Background: an optimization exercise with open tools, aiming at small area, a short achievable clock period and few clock cycles per item. Do not read the settings as production practice.
Only simulation tests tie the RTL to the original design; equivalence was not proved.

==> inputs of 06-06 <==
## alpha_compositor
module alpha_compositor (
    input  wire         clk,
    input  wire         rst,         
    input  wire         cmd_valid,
    output wire         cmd_ready,
    input  wire [127:0] cmd,
    output reg          rsp_valid,
    input  wire         rsp_ready,
    output wire [47:0]  rsp
);
==> flow/config.mk <==
export PLATFORM = sky130hd
export DESIGN_NAME = alpha_compositor
export DESIGN_NICKNAME = alpha_compositor
export VERILOG_FILES = /design/flow/design.v
export SDC_FILE = /design/flow/constraint.sdc
export NUM_CORES = 4
export LEC_CHECK = 0
export ABC_AREA = 1
export CAP_MARGIN = 20
export CORE_MARGIN = 2
export CORE_UTILIZATION = 70
export CTS_CLUSTER_DIAMETER = 100
export CTS_CLUSTER_SIZE = 30
export SLEW_MARGIN = 40
==> flow/constraint.sdc <==
create_clock -name core_clock -period 33.0 [get_ports {clk}]
set_input_delay 6.6000 -clock core_clock [delete_from_list [all_inputs] [get_ports {clk}]]
set_output_delay 6.6000 -clock core_clock [all_outputs]
set_load 0.01 [all_outputs]
standard.sh (not shown) runs the stock make flow with config.mk's settings and CLKGATE_MAP_FILE= SYNTH_SCRIPT=/design/flow/synth_recipe.tcl, a recipe that flattens the netlist after the stock synthesis.
==> flow/flow/run.sh <==
#!/bin/bash
# The standard layout, with sky130_fd_sc_hd__buf_2 as the buffer that
# buffer_ports puts on every input and output port.
set -euo pipefail
export BUFFER_PORTS_ARGS="-buffer_cell sky130_fd_sc_hd__buf_2"
bash standard.sh > standard_flow.log 2>&1
==> 05-12 (differences from 06-06) <==
--- a/flow/design.v
+++ b/flow/design.v
@@ -167,15 +167,16 @@
     wire [8:0] dx = uv[8:0];
     wire [8:0] dy = uv[17:9];
     reg        fault;
     reg [7:0]  s_op;
     reg [1:0]  s_cause;
     reg [15:0] res0;
     reg [8:0]  res1;            
-    assign rsp = {s_op, 2'b00, s_cause, 3'b000, fault, {7{res1[8]}}, res1, res0};
+    reg        res1_s;          
+    assign rsp = {s_op, 2'b00, s_cause, 3'b000, fault, {4{res1_s}}, {3{res1[8]}}, res1, res0};
     wire [1:0] wp_i  = (wp == 2'd2) ? 2'd0 : wp + 2'd1;
     wire [1:0] rp_i  = (rp == 2'd2) ? 2'd0 : rp + 2'd1;
     wire [1:0] t_wp  = (v2 && qne) ? wp_i : wp;
     wire [1:0] t_rp  = qne ? rp_i : rp;
     wire [1:0] t_cnt = cnt - {1'b0, qne} + {1'b0, v2 && qne};
     wire [1:0] h_wp  = v2 ? wp_i : wp;
     wire [1:0] h_cnt = cnt + {1'b0, v2};
@@ -193,14 +194,17 @@
     always @(posedge clk) begin
         if (rst || (take && upd0)) res0 <= rst ? 16'd0 : r0n;
     end
     always @(posedge clk) begin
         if (rst || (take && upd1)) res1 <= rst ? 9'd0 : dy;
     end
     always @(posedge clk) begin
+        if (rst || (take && upd1)) res1_s <= !rst && uqr > 9'd72 && uqr < 9'd216;
+    end
+    always @(posedge clk) begin
         if (rst || (take && updf)) begin
             fault   <= !rst;
             s_op    <= rst ? 8'd0 : nxt[9:2];
             s_cause <= rst ? 2'd0 : nxt[1:0];
         end
     end
     always @(posedge clk) begin
@@ -620,87 +624,65 @@
   wire n35;
   wire n36;
   wire n37;
   wire n38;
   wire n39;
   wire n4;
   wire n40;
-  wire n41;
-  wire n42;
-  wire n43;
-  wire n44;
-  wire n45;
-  wire n46;
-  wire n47;
-  wire n48;
-  wire n49;
   wire n5;
-  wire n50;
-  wire n51;
   wire n6;
   wire n7;
   wire n8;
   wire n9;
-  assign n43 = ~((n44 & n47) | (n0 & n17));
-  assign n42 = n12 | ~(n13);
-  assign n41 = r[1] & ~(n42);
-  assign n40 = n41 ^ n10;
-  assign n39 = ~((n40 | n36) & (n0 | n17));
-  assign n38 = n9 ? n19 : n3;
-  assign n37 = ~((n40 & n36) | n38);
-  assign r[0] = ~((n39 | n43) & n37);
-  assign n36 = ~(n[8] | n[9]);
-  assign r[4] = ~n36;
-  assign n35 = ~n[7];
-  assign n34 = ~n[9];
-  assign n33 = ~(n[8] | n[6]);
-  assign r[3] = ~((n33 & n35) | (n[8] & n34));
-  assign n32 = ~(n[5] | n[4]);
-  assign n31 = n[7] ? n34 : n33;
-  assign n30 = n[8] & n[9];
-  assign n29 = ~(n30 | n31);
-  assign n28 = n32 & ~(n[6]);
-  assign n27 = n33 ^ n35;
-  assign n26 = n[9] & ~(n27);
-  assign n25 = ~n26;
-  assign r[2] = ~((n25 & n28) | n29);
-  assign n24 = r[2] & n32;
-  assign n23 = ~(n[8] & n[6]);
-  assign n22 = n28 & ~(n34);
-  assign n21 = n31 | ~(n33);
-  assign n20 = n21 & ~(n22);
-  assign n19 = ~((n23 | n24) & n20);
-  assign n18 = ~(n19 | n36);
-  assign n17 = ~r[3];
-  assign n16 = ~n29;
-  assign n15 = ~(n[3] | n[2]);
-  assign n14 = n[4] ? n16 : n15;
-  assign n13 = n17 | ~(n14);
-  assign n12 = n17 & ~(n14);
-  assign n11 = r[2] & ~(n[4]);
-  assign n10 = n11 ^ n[5];
-  assign n9 = ~((n10 | n12) & n13);
-  assign n8 = n[9] | ~(n[7]);
-  assign n7 = n28 & ~(n8);
-  assign n6 = n33 | n35;
-  assign n5 = n32 | n[8];
-  assign n4 = ~((n5 | n6) & (n25 | n28));
-  assign n3 = n4 | n7;
-  assign n2 = ~((n22 & n35) | n3);
-  assign r[1] = ~((n9 | n18) & n2);
-  assign n1 = r[1] ? n15 : r[2];
-  assign n0 = n1 ^ n[4];
-  assign n51 = r[1] & ~(n[3]);
-  assign n50 = ~n[3];
-  assign n49 = ~n15;
-  assign n48 = r[1] ? n49 : n50;
-  assign n47 = ~((n51 | r[2]) & n48);
-  assign n46 = n[0] | n[2];
-  assign n45 = ~(n46 | n[1]);
-  assign n44 = ~((n48 | r[2]) & n45);
+  assign n25 = ~n[8];
+  assign n24 = ~(n[8] | n[7]);
+  assign n23 = n[6] | ~(n24);
+  assign n22 = ~((n25 | n[9]) & n23);
+  assign r[3] = ~n22;
+  assign n21 = ~((n25 | n[7]) & n[9]);
+  assign n20 = n[4] | n[6];
+  assign n19 = n20 | n[5];
+  assign n18 = n21 & ~(n19);
+  assign n17 = ~(n[9] | n[7]);
+  assign n16 = n18 & ~(n17);
+  assign n15 = n[9] & n[6];
+  assign n14 = n15 ^ n24;
+  assign n13 = n21 | ~(n14);
+  assign n12 = ~n[3];
+  assign n11 = n[2] | n[4];
+  assign n10 = n12 & ~(n11);
+  assign n9 = n10 | ~(n[5]);
+  assign n8 = ~n[7];
+  assign n7 = n[9] ? n25 : n8;
+  assign r[2] = ~((n7 & n23) | n18);
+  assign n6 = r[2] ^ r[3];
+  assign n5 = n[5] | ~(n10);
+  assign n4 = n24 | n[6];
+  assign n3 = n[9] ? n[7] : n4;
+  assign n2 = ~(n3 & n5);
+  assign n1 = ~((n6 & n9) | n2);
+  assign n0 = n13 & ~(n1);
+  assign r[1] = n16 | ~(n0);
+  assign n40 = n[0] | n[2];
+  assign n39 = ~(n40 | n[1]);
+  assign n38 = ~(n39 & n12);
+  assign n37 = n0 ^ r[2];
+  assign n36 = ~n[4];
+  assign n35 = ~((n39 | n12) & (n6 | n36));
+  assign n34 = ~((n37 & n38) | n35);
+  assign n33 = ~(n6 & n36);
+  assign n32 = r[4] & ~(n17);
+  assign n31 = n[9] ^ n[6];
+  assign n30 = ~((n31 | n36) & (n32 | n24));
+  assign n29 = ~((n30 & n[5]) | (n33 & n14));
+  assign n28 = ~(r[1] & n13);
+  assign n27 = n14 ? n[5] : n3;
+  assign n26 = ~((n27 & n28) | n16);
+  assign r[0] = ~((n29 | n34) & n26);
+  assign r[4] = n[8] | n[9];
 endmodule
 module ac_uv_angle(f0, th);
   input [15:0] f0;
   wire [15:0] f0;
   output [8:0] th;
   wire [8:0] th;
   wire n0;
==> flow/flow/run.sh (replaced) <==
#!/bin/bash
# The standard layout, with sky130_fd_sc_hd__buf_1 as the buffer that
# buffer_ports puts on every input and output port.
set -euo pipefail
export BUFFER_PORTS_ARGS="-buffer_cell sky130_fd_sc_hd__buf_1"
bash standard.sh > standard_flow.log 2>&1
Settings changed: CORE_UTILIZATION 70 to 60, SLEW_MARGIN 40 to 85.
==> flow_metrics.py <==
metrics = {
    "outcome": {
        "outcome": "finished clean",
    },
    "final_layout": {
        "final_core_util_pct": 77.4,
        "inv_count": 386,
    },
    "sta": {
        "fin_crit_sh_pct": 23.7,
    },
    "floorplanning": {
        "die_w_um": 163,
        "fp.dieH_um": 163,
    },
    "critical_path": {
        "reg2reg_slack_ns": 25.24,
    },
    "yosys": {
        "yosys.area_share.simple_pct": 23.4,
    },
}
-- figures above: 06-06

==> flow_metrics.py <==
metrics = {
    "outcome": {
        "outcome": "finished clean",
    },
    "final_layout": {
        "final_core_util_pct": 79.6,
        "inv_count": 377,
        "largest_cell_class": "multi-input combinational cells",
    },
    "yosys": {
        "synth_top_flop_cell": "dfxtp_1",
        "ys_types": 64,
    },
    "critical_path": {
        "reg2reg_slack_ns": 21.02,
    },
    "floorplanning": {
        "fp.dieH_um": 175,
        "rows": 62,
    },
    "run": {
        "cap_violations": 0,
    },
    "sta": {
        "fin_crit_sh_pct": 36.3,
    },
}
-- figures above: 05-12

Testbench counts of 06-06, summed over its fixed seeds: cycles 18,018, items 18,000.
Testbench counts of 05-12, summed over its fixed seeds: cycles 18,018, items 18,000.


==> xenon: inputs <==
alpha_compositor, a different RTL version from the one above (not shown whole).
==> module ac_isqrt10, before the edit <==
module ac_isqrt10(n, r);
  input [9:0] n;
  wire [9:0] n;
  output [4:0] r;
  wire [4:0] r;
  wire n0;
  wire n1;
  wire n10;
  wire n11;
  wire n12;
  wire n13;
  wire n14;
  wire n15;
  wire n16;
  wire n17;
  wire n18;
  wire n19;
  wire n2;
  wire n20;
  wire n21;
  wire n22;
  wire n23;
  wire n24;
  wire n25;
  wire n26;
  wire n27;
  wire n28;
  wire n29;
  wire n3;
  wire n30;
  wire n31;
  wire n32;
  wire n33;
  wire n34;
  wire n35;
  wire n36;
  wire n37;
  wire n38;
  wire n39;
  wire n4;
  wire n40;
  wire n41;
  wire n42;
  wire n43;
  wire n44;
  wire n45;
  wire n46;
  wire n47;
  wire n48;
  wire n49;
  wire n5;
  wire n50;
  wire n51;
  wire n6;
  wire n7;
  wire n8;
  wire n9;
  assign n43 = ~((n44 & n47) | (n0 & n17));
  assign n42 = n12 | ~(n13);
  assign n41 = r[1] & ~(n42);
  assign n40 = n41 ^ n10;
  assign n39 = ~((n40 | n36) & (n0 | n17));
  assign n38 = n9 ? n19 : n3;
  assign n37 = ~((n40 & n36) | n38);
  assign r[0] = ~((n39 | n43) & n37);
  assign n36 = ~(n[8] | n[9]);
  assign r[4] = ~n36;
  assign n35 = ~n[7];
  assign n34 = ~n[9];
  assign n33 = ~(n[8] | n[6]);
  assign r[3] = ~((n33 & n35) | (n[8] & n34));
  assign n32 = ~(n[5] | n[4]);
  assign n31 = n[7] ? n34 : n33;
  assign n30 = n[8] & n[9];
  assign n29 = ~(n30 | n31);
  assign n28 = n32 & ~(n[6]);
  assign n27 = n33 ^ n35;
  assign n26 = n[9] & ~(n27);
  assign n25 = ~n26;
  assign r[2] = ~((n25 & n28) | n29);
  assign n24 = r[2] & n32;
  assign n23 = ~(n[8] & n[6]);
  assign n22 = n28 & ~(n34);
  assign n21 = n31 | ~(n33);
  assign n20 = n21 & ~(n22);
  assign n19 = ~((n23 | n24) & n20);
  assign n18 = ~(n19 | n36);
  assign n17 = ~r[3];
  assign n16 = ~n29;
  assign n15 = ~(n[3] | n[2]);
  assign n14 = n[4] ? n16 : n15;
  assign n13 = n17 | ~(n14);
  assign n12 = n17 & ~(n14);
  assign n11 = r[2] & ~(n[4]);
  assign n10 = n11 ^ n[5];
  assign n9 = ~((n10 | n12) & n13);
  assign n8 = n[9] | ~(n[7]);
  assign n7 = n28 & ~(n8);
  assign n6 = n33 | n35;
  assign n5 = n32 | n[8];
  assign n4 = ~((n5 | n6) & (n25 | n28));
  assign n3 = n4 | n7;
  assign n2 = ~((n22 & n35) | n3);
  assign r[1] = ~((n9 | n18) & n2);
  assign n1 = r[1] ? n15 : r[2];
  assign n0 = n1 ^ n[4];
  assign n51 = r[1] & ~(n[3]);
  assign n50 = ~n[3];
  assign n49 = ~n15;
  assign n48 = r[1] ? n49 : n50;
  assign n47 = ~((n51 | r[2]) & n48);
  assign n46 = n[0] | n[2];
  assign n45 = ~(n46 | n[1]);
  assign n44 = ~((n48 | r[2]) & n45);
endmodule
clock: 33.0 ns
lec_check: 0
abc_area: 1
cap_margin: 20
core_margin: 2
core_utilization: 60
cts_cluster_diameter: 100
cts_cluster_size: 30
place_density: 0.8
slew_margin: 70
==> flow/flow/run.sh <==
#!/bin/bash
# The standard layout, with sky130_fd_sc_hd__buf_1 as the buffer that
# buffer_ports puts on every input and output port.
set -euo pipefail
export BUFFER_PORTS_ARGS="-buffer_cell sky130_fd_sc_hd__buf_1"
bash standard.sh > standard_flow.log 2>&1
==> juniper (differences from xenon) <==
--- a/flow/design.v
+++ b/flow/design.v
@@ -624,87 +624,65 @@
   wire n35;
   wire n36;
   wire n37;
   wire n38;
   wire n39;
   wire n4;
   wire n40;
-  wire n41;
-  wire n42;
-  wire n43;
-  wire n44;
-  wire n45;
-  wire n46;
-  wire n47;
-  wire n48;
-  wire n49;
   wire n5;
-  wire n50;
-  wire n51;
   wire n6;
   wire n7;
   wire n8;
   wire n9;
-  assign n43 = ~((n44 & n47) | (n0 & n17));
-  assign n42 = n12 | ~(n13);
-  assign n41 = r[1] & ~(n42);
-  assign n40 = n41 ^ n10;
-  assign n39 = ~((n40 | n36) & (n0 | n17));
-  assign n38 = n9 ? n19 : n3;
-  assign n37 = ~((n40 & n36) | n38);
-  assign r[0] = ~((n39 | n43) & n37);
-  assign n36 = ~(n[8] | n[9]);
-  assign r[4] = ~n36;
-  assign n35 = ~n[7];
-  assign n34 = ~n[9];
-  assign n33 = ~(n[8] | n[6]);
-  assign r[3] = ~((n33 & n35) | (n[8] & n34));
-  assign n32 = ~(n[5] | n[4]);
-  assign n31 = n[7] ? n34 : n33;
-  assign n30 = n[8] & n[9];
-  assign n29 = ~(n30 | n31);
-  assign n28 = n32 & ~(n[6]);
-  assign n27 = n33 ^ n35;
-  assign n26 = n[9] & ~(n27);
-  assign n25 = ~n26;
-  assign r[2] = ~((n25 & n28) | n29);
-  assign n24 = r[2] & n32;
-  assign n23 = ~(n[8] & n[6]);
-  assign n22 = n28 & ~(n34);
-  assign n21 = n31 | ~(n33);
-  assign n20 = n21 & ~(n22);
-  assign n19 = ~((n23 | n24) & n20);
-  assign n18 = ~(n19 | n36);
-  assign n17 = ~r[3];
-  assign n16 = ~n29;
-  assign n15 = ~(n[3] | n[2]);
-  assign n14 = n[4] ? n16 : n15;
-  assign n13 = n17 | ~(n14);
-  assign n12 = n17 & ~(n14);
-  assign n11 = r[2] & ~(n[4]);
-  assign n10 = n11 ^ n[5];
-  assign n9 = ~((n10 | n12) & n13);
-  assign n8 = n[9] | ~(n[7]);
-  assign n7 = n28 & ~(n8);
-  assign n6 = n33 | n35;
-  assign n5 = n32 | n[8];
-  assign n4 = ~((n5 | n6) & (n25 | n28));
-  assign n3 = n4 | n7;
-  assign n2 = ~((n22 & n35) | n3);
-  assign r[1] = ~((n9 | n18) & n2);
-  assign n1 = r[1] ? n15 : r[2];
-  assign n0 = n1 ^ n[4];
-  assign n51 = r[1] & ~(n[3]);
-  assign n50 = ~n[3];
-  assign n49 = ~n15;
-  assign n48 = r[1] ? n49 : n50;
-  assign n47 = ~((n51 | r[2]) & n48);
-  assign n46 = n[0] | n[2];
-  assign n45 = ~(n46 | n[1]);
-  assign n44 = ~((n48 | r[2]) & n45);
+  assign n25 = ~n[8];
+  assign n24 = ~(n[8] | n[7]);
+  assign n23 = n[6] | ~(n24);
+  assign n22 = ~((n25 | n[9]) & n23);
+  assign r[3] = ~n22;
+  assign n21 = ~((n25 | n[7]) & n[9]);
+  assign n20 = n[4] | n[6];
+  assign n19 = n20 | n[5];
+  assign n18 = n21 & ~(n19);
+  assign n17 = ~(n[9] | n[7]);
+  assign n16 = n18 & ~(n17);
+  assign n15 = n[9] & n[6];
+  assign n14 = n15 ^ n24;
+  assign n13 = n21 | ~(n14);
+  assign n12 = ~n[3];
+  assign n11 = n[2] | n[4];
+  assign n10 = n12 & ~(n11);
+  assign n9 = n10 | ~(n[5]);
+  assign n8 = ~n[7];
+  assign n7 = n[9] ? n25 : n8;
+  assign r[2] = ~((n7 & n23) | n18);
+  assign n6 = r[2] ^ r[3];
+  assign n5 = n[5] | ~(n10);
+  assign n4 = n24 | n[6];
+  assign n3 = n[9] ? n[7] : n4;
+  assign n2 = ~(n3 & n5);
+  assign n1 = ~((n6 & n9) | n2);
+  assign n0 = n13 & ~(n1);
+  assign r[1] = n16 | ~(n0);
+  assign n40 = n[0] | n[2];
+  assign n39 = ~(n40 | n[1]);
+  assign n38 = ~(n39 & n12);
+  assign n37 = n0 ^ r[2];
+  assign n36 = ~n[4];
+  assign n35 = ~((n39 | n12) & (n6 | n36));
+  assign n34 = ~((n37 & n38) | n35);
+  assign n33 = ~(n6 & n36);
+  assign n32 = r[4] & ~(n17);
+  assign n31 = n[9] ^ n[6];
+  assign n30 = ~((n31 | n36) & (n32 | n24));
+  assign n29 = ~((n30 & n[5]) | (n33 & n14));
+  assign n28 = ~(r[1] & n13);
+  assign n27 = n14 ? n[5] : n3;
+  assign n26 = ~((n27 & n28) | n16);
+  assign r[0] = ~((n29 | n34) & n26);
+  assign r[4] = n[8] | n[9];
 endmodule
 module ac_uv_angle(f0, th);
   input [15:0] f0;
   wire [15:0] f0;
   output [8:0] th;
   wire [8:0] th;
   wire n0;
PLACE_DENSITY = not set   (was 0.8)
SLEW_MARGIN = 60   (was 70)
==> violet (differences from xenon) <==
--- a/flow/design.v
+++ b/flow/design.v
@@ -167,16 +167,15 @@
     wire [8:0] dx = uv[8:0];
     wire [8:0] dy = uv[17:9];
     reg        fault;
     reg [7:0]  s_op;
     reg [1:0]  s_cause;
     reg [15:0] res0;
     reg [8:0]  res1;            
-    reg        res1_s;          
-    assign rsp = {s_op, 2'b00, s_cause, 3'b000, fault, {4{res1_s}}, {3{res1[8]}}, res1, res0};
+    assign rsp = {s_op, 2'b00, s_cause, 3'b000, fault, {7{res1[8]}}, res1, res0};
     wire [1:0] wp_i  = (wp == 2'd2) ? 2'd0 : wp + 2'd1;
     wire [1:0] rp_i  = (rp == 2'd2) ? 2'd0 : rp + 2'd1;
     wire [1:0] t_wp  = (v2 && qne) ? wp_i : wp;
     wire [1:0] t_rp  = qne ? rp_i : rp;
     wire [1:0] t_cnt = cnt - {1'b0, qne} + {1'b0, v2 && qne};
     wire [1:0] h_wp  = v2 ? wp_i : wp;
     wire [1:0] h_cnt = cnt + {1'b0, v2};
@@ -194,17 +193,14 @@
     always @(posedge clk) begin
         if (rst || (take && upd0)) res0 <= rst ? 16'd0 : r0n;
     end
     always @(posedge clk) begin
         if (rst || (take && upd1)) res1 <= rst ? 9'd0 : dy;
     end
     always @(posedge clk) begin
-        if (rst || (take && upd1)) res1_s <= !rst && uqr > 9'd72 && uqr < 9'd216;
-    end
-    always @(posedge clk) begin
         if (rst || (take && updf)) begin
             fault   <= !rst;
             s_op    <= rst ? 8'd0 : nxt[9:2];
             s_cause <= rst ? 2'd0 : nxt[1:0];
         end
     end
     always @(posedge clk) begin
==> flow/flow/run.sh (replaced) <==
#!/bin/bash
# The standard layout, with sky130_fd_sc_hd__buf_2 as the buffer that
# buffer_ports puts on every input and output port.
set -euo pipefail
export BUFFER_PORTS_ARGS="-buffer_cell sky130_fd_sc_hd__buf_2"
bash standard.sh > standard_flow.log 2>&1
PLACE_DENSITY = not set   (was 0.8)
==> comparison table <==
Result of the run: violet timing/DRC/antenna clean; juniper timing/DRC/antenna clean; xenon timing/DRC/antenna clean
Num sequential: violet 207; juniper 208; xenon 208
Yosys reg bits: violet 207; juniper 208; xenon 208
Cell count after synthesis: violet 2416; juniper 2374; xenon 2404
Fillcell total: violet 2456; juniper 2550; xenon 2531
Die area: violet 31000 um2; juniper 30800 um2; xenon 31100 um2
Routing usage on met2: violet 59.2%; juniper 60.3%; xenon 58.2%
Met2 WL: violet 25600 um; juniper 25500 um; xenon 24700 um
Area of combinational cells with multiple inputs: violet 11300 um2; juniper 10900 um2; xenon 11300 um2
Effective utilization at floorplan: violet 61.3%; juniper 61.1%; xenon 60.5%
Worst path arrival time: violet 1180 ps; juniper 1150 ps; xenon 1170 ps
Distinct cell type count of the synthesized netlist: violet 62; juniper 64; xenon 65
DP Worst Slack: violet 25020 ps; juniper 24950 ps; xenon 24760 ps
Testbench counts of xenon, summed over its fixed seeds: cycles 18,018, items 18,000.
Testbench counts of juniper, summed over its fixed seeds: cycles 18,018, items 18,000.
Testbench counts of violet, summed over its fixed seeds: cycles 18,018, items 18,000.

## re-timing with driven ports
In the flow no input, the clock included, has a driving cell. The finished layouts below were timed again as built, in two steps.
Step 1, drivers: a clkbuf_16 drives clk and a buf_2 each remaining input, both assumed.
Step 2 adds t to the input delays and takes it off the output delays; t is the mean of the earliest and latest rising clock arrival at the registers after step 1. Input paths then give back, and output paths get back, about the clock's delay inside the block.
Three values: ideal ports, drivers, drivers and shift; two values: the first two.
run | t (ns) | slack for setup (ns) | worst setup path at the end | slew at the worst register clock pin (ns)
06-06 | 0.552 | 25.170 / 25.111 / 24.765 | input to register | 0.12 / 0.12
05-12 | 0.534 | 21.016 / 21.016 / 21.016 | register to register | 0.11 / 0.11
xenon | 0.550 | 25.232 / 25.175 / 24.748 | input to register | 0.12 / 0.12
juniper | 0.520 | 25.248 / 25.209 / 24.927 | input to register | 0.11 / 0.11
violet | 0.530 | 25.223 / 25.177 / 25.041 | input to register | 0.11 / 0.11
After both steps setup and hold are still met in every run listed. For xenon, which loses most, drivers alone change the setup slack by -0.057 ns; drivers and shift together by -0.484 ns.
